Context: an optimization exercise on an open-source flow, tuned for small area. The choices shown serve that exercise and are no tape-out recipe. The RTL was checked by simulation tests, not by an equivalence proof against the original design. No activity file was given, so power comes from the tool's default toggle rates.

--- run.sh ---
#!/bin/bash
# synth_recipe.tcl (not shown) runs the flow's synth.tcl, then flattens the netlist and writes it again
# the make line also repeats each setting of config.mk as NAME=value (left out here)
make -C /OpenROAD-flow-scripts/flow DESIGN_CONFIG=/design/flow/config.mk WORK_HOME=/design/flow/orfs CLKGATE_MAP_FILE= SYNTH_SCRIPT=/design/flow/synth_recipe.tcl finish
--- config.mk ---
export PLATFORM = sky130hd
export DESIGN_NAME = fan_core
export DESIGN_NICKNAME = fan_core
export VERILOG_FILES = /design/flow/design.v
export SDC_FILE = /design/flow/constraint.sdc
export NUM_CORES = 4
export LEC_CHECK = 0
export CAP_MARGIN = 20
export CORE_MARGIN = 2
export CORE_UTILIZATION = 40
export SLEW_MARGIN = 20
--- constraint.sdc ---
create_clock -name core_clock -period 10.0 [get_ports {clk}]
set_input_delay 2.0000 -clock core_clock [delete_from_list [all_inputs] [get_ports {clk}]]
set_output_delay 2.0000 -clock core_clock [all_outputs]
set_load 0.01 [all_outputs]
--- design.v ---
module fan_prog_rom (
  input  wire [4:0] step,
  input  wire [2:0] slot,
  output reg        op_rst,
  output reg        op_wr,
  output reg        op_rd,
  output reg        op_wait,
  output reg        op_sleep,
  output reg        op_last,    
  output reg        op_prew,    
  output reg        cap,        
  output reg  [7:0] wbyte,
  output wire [4:0] step_inc
);
  assign step_inc = step + 5'd1;
  always @(*) begin
    op_rst = 1'b0; op_wr = 1'b0; op_rd = 1'b0; op_wait = 1'b0;
    op_sleep = 1'b0; op_last = 1'b0; op_prew = 1'b0; cap = 1'b0;
    wbyte = 8'hCC;
    case (step)
      5'd0, 5'd9, 5'd15, 5'd19, 5'd23, 5'd28: op_rst = 1'b1;
      5'd8: begin op_rst = 1'b1; op_last = 1'b1; end
      5'd1, 5'd10, 5'd16, 5'd20, 5'd24: op_wr = 1'b1;
      5'd2, 5'd25: begin op_wr = 1'b1; wbyte = 8'hBE; end
      5'd11: begin op_wr = 1'b1; wbyte = 8'h4E; end
      5'd12, 5'd13, 5'd14: begin op_wr = 1'b1; wbyte = 8'h1F; end
      5'd17: begin op_wr = 1'b1; wbyte = 8'h48; op_prew = 1'b1; end
      5'd21: begin op_wr = 1'b1; wbyte = 8'h44; op_prew = 1'b1; end
      5'd3, 5'd4, 5'd5, 5'd6, 5'd7: begin op_rd = 1'b1; cap = 1'b1; end
      5'd26: begin op_rd = 1'b1; cap = slot[2]; end
      5'd27: begin op_rd = 1'b1; cap = (slot == 3'd7) | (slot < 3'd3); end
      5'd18, 5'd22: op_wait = 1'b1;
      5'd29: op_sleep = 1'b1;
      default: ;
    endcase
  end
endmodule
module fan_duty_sel (
  input  wire       pos,
  input  wire [6:0] temp,
  output reg  [2:0] idx,
  output reg  [7:0] duty
);
  always @(*) begin
    if (!pos || temp < 7'd30) idx = 3'd0;
    else if (temp < 7'd35)    idx = 3'd1;
    else if (temp < 7'd40)    idx = 3'd2;
    else if (temp < 7'd45)    idx = 3'd3;
    else if (temp < 7'd50)    idx = 3'd4;
    else if (temp < 7'd55)    idx = 3'd5;
    else if (temp < 7'd60)    idx = 3'd6;
    else                      idx = 3'd7;
  end
  always @(*) begin
    case (idx)
      3'd0: duty = 8'd0;
      3'd1: duty = 8'd38;
      3'd2: duty = 8'd76;
      3'd3: duty = 8'd114;
      3'd4: duty = 8'd153;
      3'd5: duty = 8'd191;
      3'd6: duty = 8'd229;
      default: duty = 8'd255;
    endcase
  end
endmodule
module fan_core (
  input  wire       clk,
  input  wire       rst,           
  input  wire       tick_us,       
  input  wire       ow_in,         
  output wire       ow_pull_low,   
  output reg        pwm_we,        
  output wire [7:0] pwm_raw,       
  output reg        st_presence,
  output reg        st_pos,
  output reg  [6:0] st_temp,
  output wire [2:0] st_idx
);
  reg  [4:0] step;    
  reg  [5:0] u;       
  reg  [6:0] s;       
  reg  [7:0] stg;     
  wire       op_rst, op_wr, op_rd, op_wait, op_sleep, op_last, op_prew, cap;
  wire [7:0] wbyte;
  wire [4:0] step_inc;
  fan_prog_rom u_rom (
    .step(step), .slot(s[2:0]),
    .op_rst(op_rst), .op_wr(op_wr), .op_rd(op_rd), .op_wait(op_wait),
    .op_sleep(op_sleep), .op_last(op_last), .op_prew(op_prew), .cap(cap), .wbyte(wbyte),
    .step_inc(step_inc)
  );
  fan_duty_sel u_sel (.pos(st_pos), .temp(st_temp), .idx(st_idx), .duty(pwm_raw));
  wire wr_bit   = wbyte[s[2:0]];
  wire u_last   = (u == 6'd59);
  wire slot_end = u_last & (s[2:0] == 3'd7);
  wire rst_end  = u_last & (s[3:0] == 4'd9);
  wire slp_end  = (u == 6'd39) & (s == 7'd66);
  wire op_end = op_wait  ? ow_in :
                op_rst   ? rst_end :
                op_sleep ? slp_end : slot_end;
  wire       is12 = stg[6] & stg[5];
  wire [4:0] after = op_sleep              ? 5'd19 :
                     (op_last & ~is12)     ? 5'd19 :
                     (op_prew & ow_in)     ? step_inc + 5'd1 : step_inc;
  assign ow_pull_low = op_rst ? ~s[3] :
                       op_wr  ? (u == 6'd0) | (~wr_bit & ~u_last) :
                       op_rd  ? (u == 6'd0) : 1'b0;
  always @(posedge clk) begin
    pwm_we <= 1'b0;
    if (rst) begin
      step <= 5'd0;
      u    <= 6'd0;
      s    <= 7'd0;
    end else if (tick_us) begin
      if (op_end) begin
        u <= 6'd0;
        s <= 7'd0;
        if (op_wait) step <= step_inc;
        else         step <= after;
      end else begin
        u <= u_last ? 6'd0 : u + 6'd1;
        if (u_last) s <= s + 7'd1;
      end
      if (op_rst & rst_end) st_presence <= ~ow_in;
      if (op_rd & (u == 6'd8) & cap) stg <= {ow_in, stg[7:1]};
      if (op_rst & rst_end & step == 5'd28) begin
        st_pos  <= ~stg[7];
        st_temp <= stg[6:0];
        pwm_we  <= 1'b1;
      end
    end
  end
endmodule
==> results.cfg, run 1 <==
[timing]
hold_viol = 0
setup_tns_ps = 0
fmax_ghz = 0.196
setup_viol = 0
fin_crit_sh = 0.510
fin_hold_ws_ps = 432
drv_slew = 0
relSlewSlack = 0.344
rsz0062_at_grt = false
tightest_slew_ps = 982
clock_skew_ps = 7.66
period_minus_slack_ps = 5100
setup_ws_ps = 4900

[synth]
yosys.area_share.simple = 0.270
synth_seq_cells = 36
synth_compound_area_frac = 0.192
synthMuxAreaShare = 0.0169
synth_area_leaders = edfxtp_1, dfxtp_1, ha_1
synth-edff-count = 17
avgSynthCellArea_um2 = 8.50
yosys.area.top_type_share = 0.215
syn_area_um2 = 2370
synth_top_family_by_area = simple AND/OR/NAND/NOR gates
synth-seq-area-share = 0.376
yosysTopAreaCell = edfxtp_1
synth-xor-area-share = 0.0295
syn_inst = 279
ys_warn_count = 3
synth-async-reset-ratio = 0
yosysUniqueCellTypes = 56
synth-adder-area-share = 0.0580
synth_nets = 294
synthFlopType = dfxtp_1

[floorplanning]
die_h_um = 81.0
start_util = 0.408
die_area_um2 = 6560
io_pins = 26
rows = 28
core-area_um2 = 5820
die_w_um = 81.0

[worst_setup_path]
path_max_fanout = 10
crit_start = step[0]
crit_path_start_kind = flip-flop
crit_top_cell = a21oi_1
cpPeakStageDelay_ps = 580
crit_chain = inv_1 > ha_1 > or3b_2 > a21oi_1 > a21boi_0 > a21oi_1 > o22ai_1 > o221ai_1 > clkdlybuf4s50_1
cp-end-kind = output port
rr_startpoint = step[0]
reg2reg_depth = 7
cp_num_cells = 9
setup.worst_path.class = reg2out
crit_slowest_cell = clkdlybuf4s50_1
worst_ep_required_time_ps = 8000
path_buf_inv = 2
crit_family = compound AO/OA/AOI/OAI gates
crit_arrival_ps = 3100

[drt]
avgViaCountPerCell = 5.56
antenna_left = 0
avgRoutedWirePerCell_um = 14.1
wl_um = 5240
vias = 2069
drcViolationCount = 0
drt_first_pass_iters = 4
drtIter0Drc = 105

[clock_network]
h-tree-depth = 2
cts.path.max_buffers = 2
ctsHoldBuffers = 0
clkLatencyLatePin_ps = 290
cts_tree = done
ctsResizeCount = 0
clock_sinks = 36
path_clk_slew_ps = 80
cts_setup_buffers = 0
root_buffer = clkbuf_8
cts_buffers = 5

[layout]
final_cell_mix = nor2_1, nand2_1, clkdlybuf4s50_1, a21oi_1, dfxtp_1
postLayoutCoreUtil = 0.471
layout.cells.non_filler = 372
final_common_cell = nor2_1
num_antenna_cells = 0
nNetsFinal = 311
drive_gt1_frac = 0.0572
area_delta_synth_final_pct = 15.6
stdcell_area_um2 = 2740

[place]
dp_hpwl_um = 3910
post_dp_cell_area_um2 = 2650
dp_slack_ps = 5220
dp.cells = 364
io_buffers = 25
gp_congestion = 0.801

[flow_run]
maxCapViolCount = 0

[global_routing]
first_global_vias = 1914
grt.overflow.total = 0
grt_max_degree = 26
track_usage = 0.175
antenna_found_initial = 0
grt_pass1_wl_um = 8950

[hold_path]
min_path_type = reg2reg
hp-start = stg[0]
hold_depth = 0

[power_and_ir_drop]
p_leak_nw = 0.963
total_power_uw = 265
power_density_nw_per_um2 = 96.5
irDropWorstVdd_v = 0.0000654

[run_status]
status = timing/DRC/antenna clean
cell families (layout without fill, tap and decap cells):
group,Yosys count,after routing
xor+xnor,8,8
simple gates,118,118
buf+inv,32,50
flops,36,36
fa+ha+maj,11,11
compound gates,70,70
mux,4,4
area by class of cell:
cell class,instances,area (µm²)
clock buffer,5,68.8
clock inverter,3,18.8
multi-input combinational,211,1360
fill,577,3070
tap,75,93.8
inverter,17,63.8
timing repair buffer,25,250
sequential,36,891
per-layer routing:
layer / global-route usage / share of wire / routed length, µm / vias to the layer above
li1: - / - / - / 1052
met1: 0.229 / 0.48 / 2520 / 971
met2: 0.288 / 0.47 / 2470 / 42
met3: 0.0356 / 0.041 / 215 / 4
met4: 0.0576 / 0.0071 / 37 / 0
met5: 0 / 0 / 0 / -
worst paths after layout:
path	end	slack, ps
worst min-delay path	st_temp[0]	430
worst max register to register	st_pos	6840
worst max-delay path	ow_pull_low	4900
worst min register to register	st_temp[0]	430
power by group:
group          switching (mW)  internal, mW
Sequential           0.000889         0.153
Clock                  0.0546        0.0485
Combinational         0.00460       0.00250
state kept, by name (all words and copies together), names as in the netlist:
name and cells:
st_presence 1, s 7, stg 8, u 6
st_temp 7, step 5, st_pos 1, pwm_we 1
Yosys cell counts (3+ instances only):
| master | number |
|---|---|
| nand4_1 | 6 |
| and4b_1 | 3 |
| dfxtp_1 | 19 |
| clkbuf_1 | 10 |
| inv_1 | 17 |
| nor2b_1 | 5 |
| nand3_1 | 12 |
| nor3b_1 | 3 |
| o21ai_0 | 17 |
| a21oi_1 | 23 |
| a311oi_1 | 3 |
| xor2_1 | 5 |
| nand2_1 | 26 |
| o21a_1 | 3 |
| nor2_1 | 28 |
| ha_1 | 11 |
| mux2i_1 | 4 |
| nand2b_1 | 7 |
| edfxtp_1 | 17 |
| xnor2_1 | 3 |
| nor3_1 | 7 |
| a31oi_1 | 3 |
| nor4_1 | 3 |
| o211ai_1 | 3 |
==> run 2, diff against run 1 <==
--- a/config.mk
+++ b/config.mk
@@ -8,4 +8,4 @@
 export CAP_MARGIN = 20
 export CORE_MARGIN = 2
-export CORE_UTILIZATION = 40
+export CORE_UTILIZATION = 70
 export SLEW_MARGIN = 20
==> results.cfg, run 2 <==
[run_status]
status = timing/DRC/antenna clean

[global_routing]
grt_max_degree = 26
use_met2 = 0.484
use_met1 = 0.355
grt.overflow.total = 0
grt_use_met3 = 0.0652
antenna_found_initial = 0
first_global_vias = 2006
grt.busiest_layer = met2
track_usage = 0.293
grt_pass1_wl_um = 9050

[layout]
nNetsFinal = 311
largest_reg_flops = 8
num_antenna_cells = 0
reg.largest.list = stg: 8 flops, s: 7 flops, st_temp: 7 flops
postLayoutCoreUtil = 0.811
stdcell_area_um2 = 2670
final_common_cell = nor2_1
drive_gt1_frac = 0.0471
area_delta_synth_final_pct = 12.3
layout.cells.non_filler = 343
final_cell_mix = nor2_1, nand2_1, clkdlybuf4s50_1, a21oi_1, dfxtp_1
largest-register = stg

[clock_network]
clkLatencyLatePin_ps = 350
clock_sinks = 36
cts_buffers = 5
root_buffer = clkbuf_4
ctsHoldBuffers = 0
cts_setup_buffers = 0
h-tree-depth = 2
cts.path.max_buffers = 2
path_clk_slew_ps = 110
ctsResizeCount = 0
cts_tree = done

[synth]
synth-edff-count = 17
synth_nets = 294
yosysTopAreaCell = edfxtp_1
synthFlopType = dfxtp_1
ys_warn_count = 3
synth-async-reset-ratio = 0
synth-seq-area-share = 0.376
yosysUniqueCellTypes = 56
yosysMostFrequentCell = nor2_1
avgSynthCellArea_um2 = 8.50
syn_inst = 279
synth_seq_cells = 36
syn_area_um2 = 2370
synth_area_leaders = edfxtp_1, dfxtp_1, ha_1
yosys.area.top_type_share = 0.215
synth_common_cells = nor2_1, nand2_1, a21oi_1, dfxtp_1

[timing]
setup_tns_ps = 0
hold_viol = 0
tightest_slew_ps = 1020
fin_crit_sh = 0.525
relSlewSlack = 0.317
fmax_ghz = 0.191
clock_skew_ps = 15.6
period_minus_slack_ps = 5250
setup_viol = 0
rsz0062_at_grt = false
drv_slew = 0

[place]
post_dp_cell_area_um2 = 2610
dp.cells = 335
dp_hpwl_um = 3830
gp_congestion = 0.898
io_buffers = 25

[worst_setup_path]
crit_arrival_ps = 3250
crit_path_start_kind = flip-flop
cp-end-kind = output port
setup.worst_path.class = reg2out
path_max_fanout = 10
worst_ep_required_time_ps = 8000
reg2reg_depth = 7

[power_and_ir_drop]
internal_power_uw = 183
total_power_uw = 238
power_frac_clock = 0.321
combPwrFrac = 0.031
pwr-share-seq = 0.648
p_sw_frac = 0.233
p_leak_nw = 0.941
irDropWorstVdd_v = 0.000103
p_sw_uw = 55.5
power_density_nw_per_um2 = 89.3

[drt]
avgViaCountPerCell = 6.21
vias = 2131
drtIter0Drc = 162
drcViolationCount = 0
wl_um = 5230
antenna_left = 0
drt_first_pass_iters = 4
avgRoutedWirePerCell_um = 15.3

[hold_path]
min_path_type = reg2reg
hold_depth = 0

[floorplanning]
io_pins = 26
die_area_um2 = 3870
start_util = 0.722
die_w_um = 62.2
die_h_um = 62.2
core-area_um2 = 3280
rows = 21

[flow_run]
maxCapViolCount = 0
## run 2: cell families (layout without fill, tap and decap cells)
group	after synthesis	in the layout	share of synthesized area
simple gates	118	118	0.270
fa+ha+maj	11	11	0.0580
mux	4	4	0.0169
xor+xnor	8	8	0.0295
compound gates	70	70	0.192
flops	36	36	0.376
buf+inv	32	50	0.0580
## run 2: routing by layer
metal,share of wire,up-vias
met5,0,-
met4,0.028,0
met3,0.065,16
met2,0.49,72
met1,0.42,992
li1,-,1051
## run 2: metrics by stage
| stage | setup slack [ps] | hold slack [ps] |
|---|---|---|
| finish | 4750 | 440 |
| global route | 4480 | 450 |
| CTS | 4760 | 442 |
| detailed placement | 5190 | 405 |
| global placement | 5300 | 402 |
| floorplan | 5860 | 400 |
## run 2: area by class of cell
class | count | area [µm²]
multi-input combinational | 211 | 1350
sequential | 36 | 891
fill | 228 | 619
timing repair buffer | 25 | 250
inverter | 17 | 63.8
tap | 46 | 57.6
clock buffer | 6 | 41.3
clock inverter | 2 | 11.3
## run 2: final timing paths
path                 endpoint    start  slack [ps]
setup / recovery  ow_pull_low  step[0]        4750
hold / removal     st_temp[0]   stg[0]         440
setup reg to reg   st_temp[1]  step[0]        6480
hold reg to reg    st_temp[0]   stg[0]         440
## run 2: worst max-delay path, stage by stage (launching register included)
cell and delay, ps:
dfxtp_1 400, inv_1 160, ha_1 360, or3b_2 480
a21oi_1 300, a21boi_0 140, a21oi_1 160, o22ai_1 80
o221ai_1 220, clkdlybuf4s50_1 590
## run 2: power by group through the flow
stage / clock, mW / combinational (mW) / sequential [mW]
global placement: 0 / 0.00701 / 0.158
finish: 0.0765 / 0.00728 / 0.154
detailed placement: 0 / 0.00704 / 0.158
floorplan: 0 / 0.00401 / 0.157
CTS: 0.0782 / 0.00713 / 0.154
global route: 0.0835 / 0.00782 / 0.154
==> run 3, diff against run 2 <==
==> flow/run.sh (new file) <==
#!/bin/bash
# Layout flow: the standard synthesis, then an area-driven re-mapping of
# the combinational logic only (every register kept as synthesis made it),
# then the standard ORFS layout with small port buffers and a clock tree
# without dummy loads. Each tool writes its full output to a log file here.
set -euo pipefail
R=orfs/results/sky130hd/fan_core/base
YOSYS=${YOSYS_EXE:-yosys}

bash standard.sh synth > log_1_synth.txt 2>&1
cp $R/1_2_yosys.v synth_standard.v

# Re-map the combinational cells for area (registers untouched).
LIB=$FLOW_HOME/platforms/sky130hd/lib/sky130_fd_sc_hd__tt_025C_1v80.lib
DU=$(sed -n '/^export DONT_USE_CELLS/,/^#/p' $FLOW_HOME/platforms/sky130hd/config.mk \
     | grep -o 'sky130_fd_sc_hd__[a-z0-9_]*' | sed 's/^/-dont_use /' | tr '\n' ' ')
FFS=$(grep -o '^ *sky130_fd_sc_hd__[a-z0-9_]*' synth_standard.v | sort -u | tr -d ' ' \
      | grep -E '__(e|s|se)?df|__dl' | tr '\n' ' ')
cat > reopt.ys <<EOS
read_liberty -overwrite -ignore_miss_func $LIB
blackbox $FFS
read_verilog synth_standard.v
hierarchy -top $FLOW_TOP
flatten
opt -full
abc -script $(pwd)/flow/area.abc -liberty $LIB $DU
opt_clean -purge
stat -liberty $LIB
write_verilog -noattr -noexpr synth_reopt.v
EOS
$YOSYS -c /dev/null > /dev/null 2>&1 || true
$YOSYS -s reopt.ys > log_1_reopt.txt 2>&1
cp synth_reopt.v $R/1_2_yosys.v
touch $R/1_2_yosys.v
rm -f $R/1_synth.odb $R/1_synth.sdc

export BUFFER_PORTS_ARGS="-buffer_cell sky130_fd_sc_hd__buf_1"
export CTS_ARGS="-sink_clustering_enable -repair_clock_nets -dont_use_dummy_load -sink_clustering_size 100 -sink_clustering_max_diameter 500 -buf_list sky130_fd_sc_hd__clkbuf_4 -root_buf sky130_fd_sc_hd__clkbuf_4"
bash standard.sh > log_2_layout.txt 2>&1
==> flow/area.abc (new file) <==
strash
&get -n
&deepsyn -T 30 -S 2
&put
dch -f
map -a
strash
dch -f
map -a
==> standard.sh (new file) <==
#!/bin/bash
# synth_recipe.tcl (not shown) runs the flow's synth.tcl, then flattens the netlist and writes it again
# the make line also repeats each setting of config.mk as NAME=value (left out here)
make -C /OpenROAD-flow-scripts/flow DESIGN_CONFIG=/design/flow/config.mk WORK_HOME=/design/flow/orfs CLKGATE_MAP_FILE= SYNTH_SCRIPT=/design/flow/synth_recipe.tcl "${@:-finish}"
--- a/config.mk
+++ b/config.mk
@@ -8,4 +8,4 @@
 export CAP_MARGIN = 20
 export CORE_MARGIN = 2
-export CORE_UTILIZATION = 70
+export CORE_UTILIZATION = 40
 export SLEW_MARGIN = 20
removed: run.sh
==> results.cfg, run 3 <==
[run_status]
status = timing/DRC/antenna clean

[power_and_ir_drop]
power_density_nw_per_um2 = 118
internal_power_uw = 178
pwr-share-seq = 0.692
p_sw_frac = 0.200
irDropWorstVdd_v = 0.0000559
p_leak_nw = 0.615
p_sw_uw = 44.5
combPwrFrac = 0.021
power_frac_clock = 0.287

[clock_network]
ctsResizeCount = 0
ctsHoldBuffers = 0
h-tree-depth = 2
path_clk_slew_ps = 110
cts.path.max_buffers = 2
cts_tree = done
cts_setup_buffers = 0
root_buffer = clkbuf_4
clock_sinks = 36
clkLatencyLatePin_ps = 340
cts_buffers = 5

[layout]
final_common_cell = clkinv_1
drive_gt1_frac = 0.0335
nNetsFinal = 245
largest-register = stg
stdcell_area_um2 = 1890
area_delta_synth_final_pct = 12.4
final_cell_mix = clkinv_1, nor2_1, o21ai_0, buf_1
layout.cells.non_filler = 289
largest_reg_flops = 8
reg.largest.list = stg: 8 flops, s: 7 flops, st_temp: 7 flops
num_antenna_cells = 0

[timing]
fin_crit_sh = 0.464
fin_hold_ws_ps = 429
fmax_ghz = 0.216
drv_slew = 0
setup_viol = 0
tightest_slew_ps = 958
relSlewSlack = 0.356
period_minus_slack_ps = 4640
hold_viol = 0
rsz0062_at_grt = false
clock_skew_ps = 36.4
setup_tns_ps = 0

[drt]
drcViolationCount = 0
drt_first_pass_iters = 4
dr.max_layer_used = met4
vias = 1501
drtIter0Drc = 60
wl_met1_um = 1620
avgViaCountPerCell = 5.19
antenna_left = 0
wl_met3_um = 240
wl_um = 3440
avgRoutedWirePerCell_um = 11.9
wl_met2_um = 1470

[worst_setup_path]
cp_num_cells = 13
timing.rr.end = st_temp[2]
crit_start = s[0]
setup.worst_path.class = reg2out
crit_chain = clkinv_1 > a21oi_1 > nor3_1 > nor3_1 > clkinv_1 > nor2_1 > a21oi_1 > o22ai_1 > o311ai_0 > o21ai_0 > a32oi_1 > o21ai_0 > buf_1
crit_arrival_ps = 2640
crit_slowest_cell = dfxtp_1
rr_startpoint = step[4]
cpPeakStageDelay_ps = 470
crit_family = compound AO/OA/AOI/OAI gates
path_buf_inv = 3
ff2ff_setup_slack_ps = 7100
path_max_fanout = 6
cp-end-kind = output port
reg2reg_depth = 8
crit_path_start_kind = flip-flop
worst_ep_required_time_ps = 8000
cp-endpoint = ow_pull_low

[place]
gp_congestion = 0.929
dp_hpwl_um = 2690
dp.cells = 284
io_buffers = 25
post_dp_cell_area_um2 = 1850

[hold_path]
hp-start = stg[2]
min_path_type = reg2reg

[global_routing]
grt_max_degree = 13
grt.overflow.total = 0
first_global_vias = 1310
grt_pass1_wl_um = 5750
antenna_found_initial = 0
track_usage = 0.168

[floorplanning]
start_util = 0.417
die_area_um2 = 4740
die_w_um = 68.8
core-area_um2 = 4030
io_pins = 26
die_h_um = 68.8
rows = 23

[synth]
syn_inst = 208
synth_nets = 212
ys_warn_count = 3
avgSynthCellArea_um2 = 8.08
syn_area_um2 = 1680

[flow_run]
maxCapViolCount = 0
run 3: changes by cell type in the layout (fill, tap and decap cells not counted), moves of 4 or more:
cell and delta:
nor2b_1 -5, nor3_1 +4, nand2_1 -7, buf_1 +25
nand3_1 -6, o21ai_0 +8, nor2_1 +8, mux2i_1 -4
ha_1 -11, clkdlybuf4s50_1 -25, inv_1 -17, clkinv_1 +39
nand2b_1 -7, a21oi_1 -11
run 3: power groups by stage:
stage               sequential (mW)  clock [mW]  combinational, mW
detailed placement            0.158           0            0.00461
CTS                           0.154      0.0671            0.00462
floorplan                     0.157           0            0.00273
finish                        0.154      0.0640            0.00466
global placement              0.158           0            0.00463
global route                  0.154      0.0734            0.00532
run 3: layer usage:
metal / global-route usage / up-vias
li1: - / 776
met1: 0.218 / 660
met2: 0.251 / 55
met3: 0.0503 / 10
met4: 0.0931 / 0
met5: 0 / -
run 3: worst min-delay path by stage:
stage / endpoint / cells after the start
3_3_place_gp: st_temp[0] / 0
5_1_grt: st_temp[0] / 0
4_1_cts: st_temp[0] / 0
6_report: stg[1] / 0
2_1_floorplan: st_temp[0] / 0
3_5_place_dp: st_temp[0] / 0
run 3: per-stage QoR:
| step | util | total power, mW | worst slack (ps) |
|---|---|---|---|
| final | 0.469 | 0.223 | 5360 |
| after global routing | 0.469 | 0.233 | 5090 |
| after CTS | 0.469 | 0.226 | 5370 |
| after detailed placement | 0.459 | 0.162 | 5620 |
| after global placement | 0.459 | 0.162 | 5770 |
| after floorplan | - | 0.160 | 5900 |
run 3: final cells by class:
cell class / count / area (µm²)
Multi-Input combinational cell: 132 / 646
Tap cell: 50 / 62.6
Inverter: 40 / 150
Fill cell: 419 / 2140
Sequential cell: 36 / 891
Clock buffer: 5 / 37.5
Timing Repair Buffer: 26 / 101
==> run 4, diff against run 3 <==
--- a/design.v
+++ b/design.v
@@ -6,19 +6,23 @@
   output reg        op_rd,
   output reg        op_wait,
-  output reg        op_sleep,
+  output reg        op_slp,
+  output reg        op_slp_c,   
   output reg        op_last,    
   output reg        op_prew,    
+  output reg        op_dec,     
   output reg        cap,        
-  output reg  [7:0] wbyte,
-  output wire [4:0] step_inc
+  output wire       wr_bit      
 );
-  assign step_inc = step + 5'd1;
+  reg [7:0] wbyte;
+  assign wr_bit = wbyte[slot];
   always @(*) begin
     op_rst = 1'b0; op_wr = 1'b0; op_rd = 1'b0; op_wait = 1'b0;
-    op_sleep = 1'b0; op_last = 1'b0; op_prew = 1'b0; cap = 1'b0;
+    op_slp = 1'b0; op_slp_c = 1'b0; op_last = 1'b0; op_prew = 1'b0;
+    op_dec = 1'b0; cap = 1'b0;
     wbyte = 8'hCC;
     case (step)
-      5'd0, 5'd9, 5'd15, 5'd19, 5'd23, 5'd28: op_rst = 1'b1;
-      5'd8: begin op_rst = 1'b1; op_last = 1'b1; end
+      5'd0, 5'd9, 5'd15, 5'd19, 5'd23: op_rst = 1'b1;
+      5'd8:  begin op_rst = 1'b1; op_last = 1'b1; end
+      5'd28: begin op_rst = 1'b1; op_dec = 1'b1; end
       5'd1, 5'd10, 5'd16, 5'd20, 5'd24: op_wr = 1'b1;
       5'd2, 5'd25: begin op_wr = 1'b1; wbyte = 8'hBE; end
@@ -31,5 +35,6 @@
       5'd27: begin op_rd = 1'b1; cap = (slot == 3'd7) | (slot < 3'd3); end
       5'd18, 5'd22: op_wait = 1'b1;
-      5'd29: op_sleep = 1'b1;
+      5'd29, 5'd30: op_slp = 1'b1;
+      5'd31: begin op_slp = 1'b1; op_slp_c = 1'b1; end
       default: ;
     endcase
@@ -80,31 +85,29 @@
   reg  [4:0] step;    
   reg  [5:0] u;       
-  reg  [6:0] s;       
+  reg  [4:0] s;       
   reg  [7:0] stg;     
-  wire       op_rst, op_wr, op_rd, op_wait, op_sleep, op_last, op_prew, cap;
-  wire [7:0] wbyte;
-  wire [4:0] step_inc;
+  wire       op_rst, op_wr, op_rd, op_wait, op_slp, op_slp_c, op_last, op_prew, op_dec, cap, wr_bit;
   fan_prog_rom u_rom (
     .step(step), .slot(s[2:0]),
     .op_rst(op_rst), .op_wr(op_wr), .op_rd(op_rd), .op_wait(op_wait),
-    .op_sleep(op_sleep), .op_last(op_last), .op_prew(op_prew), .cap(cap), .wbyte(wbyte),
-    .step_inc(step_inc)
+    .op_slp(op_slp), .op_slp_c(op_slp_c), .op_last(op_last), .op_prew(op_prew),
+    .op_dec(op_dec), .cap(cap), .wr_bit(wr_bit)
   );
   fan_duty_sel u_sel (.pos(st_pos), .temp(st_temp), .idx(st_idx), .duty(pwm_raw));
-  wire wr_bit   = wbyte[s[2:0]];
-  wire u_last   = (u == 6'd59);
-  wire slot_end = u_last & (s[2:0] == 3'd7);
-  wire rst_end  = u_last & (s[3:0] == 4'd9);
-  wire slp_end  = (u == 6'd39) & (s == 7'd66);
-  wire op_end = op_wait  ? ow_in :
-                op_rst   ? rst_end :
-                op_sleep ? slp_end : slot_end;
+  wire u_last   = u[5] & u[4] & u[3] & u[1] & u[0];                  
+  wire u_0      = (u == 6'd0);
+  wire byte_end = u_last & s[2] & s[1] & s[0];                       
+  wire rst_end  = u_last & s[3] & s[0];                              
+  wire slp_end  = op_slp_c ? ((u == 6'd39) & s[1]) : (u_last & (&s));  
+  wire op_end = op_wait ? ow_in :
+                op_rst  ? rst_end :
+                op_slp  ? slp_end : byte_end;
   wire       is12 = stg[6] & stg[5];
-  wire [4:0] after = op_sleep              ? 5'd19 :
-                     (op_last & ~is12)     ? 5'd19 :
-                     (op_prew & ow_in)     ? step_inc + 5'd1 : step_inc;
+  wire [4:0] after = op_slp_c            ? 5'd19 :
+                     (op_last & ~is12)   ? 5'd19 :
+                     (op_prew & ow_in)   ? step + 5'd2 : step + 5'd1;
   assign ow_pull_low = op_rst ? ~s[3] :
-                       op_wr  ? (u == 6'd0) | (~wr_bit & ~u_last) :
-                       op_rd  ? (u == 6'd0) : 1'b0;
+                       op_wr  ? u_0 | (~wr_bit & ~u_last) :
+                       op_rd  & u_0;
   always @(posedge clk) begin
     pwm_we <= 1'b0;
@@ -112,18 +115,17 @@
       step <= 5'd0;
       u    <= 6'd0;
-      s    <= 7'd0;
+      s    <= 5'd0;
     end else if (tick_us) begin
       if (op_end) begin
-        u <= 6'd0;
-        s <= 7'd0;
-        if (op_wait) step <= step_inc;
-        else         step <= after;
-      end else begin
+        u    <= 6'd0;
+        s    <= 5'd0;
+        step <= after;
+      end else if (!op_wait) begin
         u <= u_last ? 6'd0 : u + 6'd1;
-        if (u_last) s <= s + 7'd1;
+        if (u_last) s <= s + 5'd1;
       end
       if (op_rst & rst_end) st_presence <= ~ow_in;
       if (op_rd & (u == 6'd8) & cap) stg <= {ow_in, stg[7:1]};
-      if (op_rst & rst_end & step == 5'd28) begin
+      if (op_dec & rst_end) begin
         st_pos  <= ~stg[7];
         st_temp <= stg[6:0];
==> flow/area.abc (replaced) <==
strash
&get -n
&deepsyn -T 30 -S 2
&put
dch -f
amap
strash
dch -f
amap
==> results.cfg, run 4 <==
[timing]
rsz0062_at_grt = false
period_minus_slack_ps = 4300
drv_slew = 0
relSlewSlack = 0.575
fin_crit_sh = 0.430
fin_hold_ws_ps = 434
setup_tns_ps = 0
setup_viol = 0
hold_viol = 0
tightest_slew_ps = 635
clock_skew_ps = 26.8
fmax_ghz = 0.233

[layout]
area_delta_synth_final_pct = 12.9
final_cell_mix = nor2_1, clkinv_1, buf_1, dfxtp_1, edfxtp_1
drive_gt1_frac = 0.0329
multi_input_area_um2 = 628
fillers = 375
nNetsFinal = 219
regArea_um2 = 851
num_antenna_cells = 0
final_common_cell = nor2_1
reg.largest.list = stg: 8 flops, st_temp: 7 flops, u: 6 flops
largest-register = stg
largest_reg_flops = 8

[floorplanning]
io_pins = 26
core-area_um2 = 3720
die_area_um2 = 4460
die_w_um = 66.8
die_h_um = 66.8
start_util = 0.424
rows = 22

[worst_setup_path]
crit_slowest_cell = o41ai_1
cpPeakStageDelay_ps = 530
crit_top_cell = nor2_1
crit_path_start_kind = flip-flop
setup.worst_path.class = reg2out
crit_chain = or2_0 > o41ai_1 > nor2_1 > clkinv_1 > nor2_1 > nor2_1 > buf_1
worst_ep_required_time_ps = 8000
cp-end-kind = output port
path_max_fanout = 4
crit_arrival_ps = 2300
path_buf_inv = 2
crit_family = simple AND/OR/NAND/NOR gates

[global_routing]
track_usage = 0.165
grt_pass1_wl_um = 5430
antenna_found_initial = 0
grt.overflow.total = 0
grt_max_degree = 12
first_global_vias = 1271

[clock_network]
cts_setup_buffers = 0
clkLatencyLatePin_ps = 350
cts_buffers = 5
ctsResizeCount = 0
cts_tree = done
ctsHoldBuffers = 0
h-tree-depth = 2
path_clk_slew_ps = 110
root_buffer = clkbuf_4
clock_sinks = 34
cts.path.max_buffers = 2

[power_and_ir_drop]
power_density_nw_per_um2 = 121
total_power_uw = 216
p_sw_uw = 45.7
p_leak_nw = 0.527
p_sw_frac = 0.211
internal_power_uw = 170
power_frac_clock = 0.302
pwr-share-seq = 0.676
irDropWorstVdd_v = 0.0000722
combPwrFrac = 0.022

[drt]
avgViaCountPerCell = 5.48
drt_first_pass_iters = 4
vias = 1431
drtIter0Drc = 35
wl_um = 3410
antenna_left = 0
drcViolationCount = 0
avgRoutedWirePerCell_um = 13.1

[synth]
syn_area_um2 = 1580
synth_nets = 186
ys_warn_count = 3
syn_inst = 182
avgSynthCellArea_um2 = 8.66

[run_status]
status = timing/DRC/antenna clean

[hold_path]
min_path_type = reg2reg

[flow_run]
maxCapViolCount = 0

[place]
io_buffers = 25
gp_congestion = 0.912
dp_hpwl_um = 2610
run 4: cell types whose count changed in the layout (fill, tap and decap cells not counted), sizes merged, moves of 4 or more:
cell    change
o21ai      -16
nor2        +4
a21oi       -4
clkinv     -13
nand2       -5
nor4        -6
run 4: metal layers:
layer  track usage  up-vias  part of all wire
met4        0.0893        0             0.025
met1         0.194      663              0.45
met5             0        -                 0
met3        0.0456        8             0.061
li1              -      714                 -
met2         0.273       46              0.46
run 4: per-stage QoR:
step / setup slack, ps / util / std cells / cell area (µm²)
floorplan: 6060 / - / 182 / 1580
global placement: 6200 / 0.467 / 256 / 1740
detailed placement: 6100 / 0.467 / 256 / 1740
CTS: 5700 / 0.477 / 261 / 1770
global route: 5440 / 0.479 / 261 / 1780
finish: 5700 / 0.479 / 261 / 1780
run 4: worst reg2reg max path: stages (launching register included):
cell and delay (ps):
dfxtp_1 470, clkinv_1 140, nor2_1 200, clkinv_1 100
nor2_1 230, clkinv_1 180, nand2_1 100, o21ai_0 100
or4_1 470, a31oi_1 310, clkinv_1 170, a2111oi_0 480
nand2_1 110, o21ai_0 130, nor3_1 100
run 4: area by class of cell:
class | count | share of cell area
Sequential cell | 34 | 0.478
Multi-Input combinational cell | 121 | 0.353
Timing Repair Buffer | 26 | 0.0570
Inverter | 27 | 0.0570
Tap cell | 48 | 0.0338
Clock buffer | 5 | 0.0211
run 4: worst paths after layout:
check,from,end,slack (ps),depth (start not counted)
worst min register to register,stg[7],stg[6],430,0
worst max register to register,step[3],step[3],6590,14
worst min-delay path,stg[7],stg[6],430,0
worst max-delay path,st_temp[4],st_idx[2],5700,7
run 4: power groups by stage:
stage / Combinational [mW] / Clock (mW) / Sequential, mW
after floorplan: 0.00279 / 0 / 0.149
after global placement: 0.00464 / 0 / 0.149
after detailed placement: 0.00459 / 0 / 0.149
after CTS: 0.00463 / 0.0668 / 0.146
after global routing: 0.00538 / 0.0722 / 0.146
final: 0.00469 / 0.0653 / 0.146

-- afterwards: timing with drivers on the ports --
The flow's constraints put no driver on any port. The routed layouts listed below were extracted and timed again, unchanged, in two steps.
Step 1, drivers: a clkbuf_16 drives clk and a buf_2 each remaining input, both assumed.
Step 2 moves the port delays by t, midway between the first and last clock arrival at a register: inputs arrive t later, outputs are due t later. That takes back most of the time a late clock gives input paths.
a / b / c = ideal / step 1 / step 2; a / b = the first two.
run | shift t [ns] | slack for setup (ns) | hold slack, ns
run 1 | 0.315 | 4.895 / 4.867 / 5.182 | 0.432 / 0.432 / 0.432
run 2 | 0.372 | 4.754 / 4.728 / 5.100 | 0.440 / 0.440 / 0.440
run 3 | 0.343 | 5.364 / 5.338 / 5.615 | 0.429 / 0.429 / 0.429
run 4 | 0.356 | 5.705 / 5.681 / 6.036 | 0.434 / 0.434 / 0.434
After both steps every run listed still meets setup and hold.
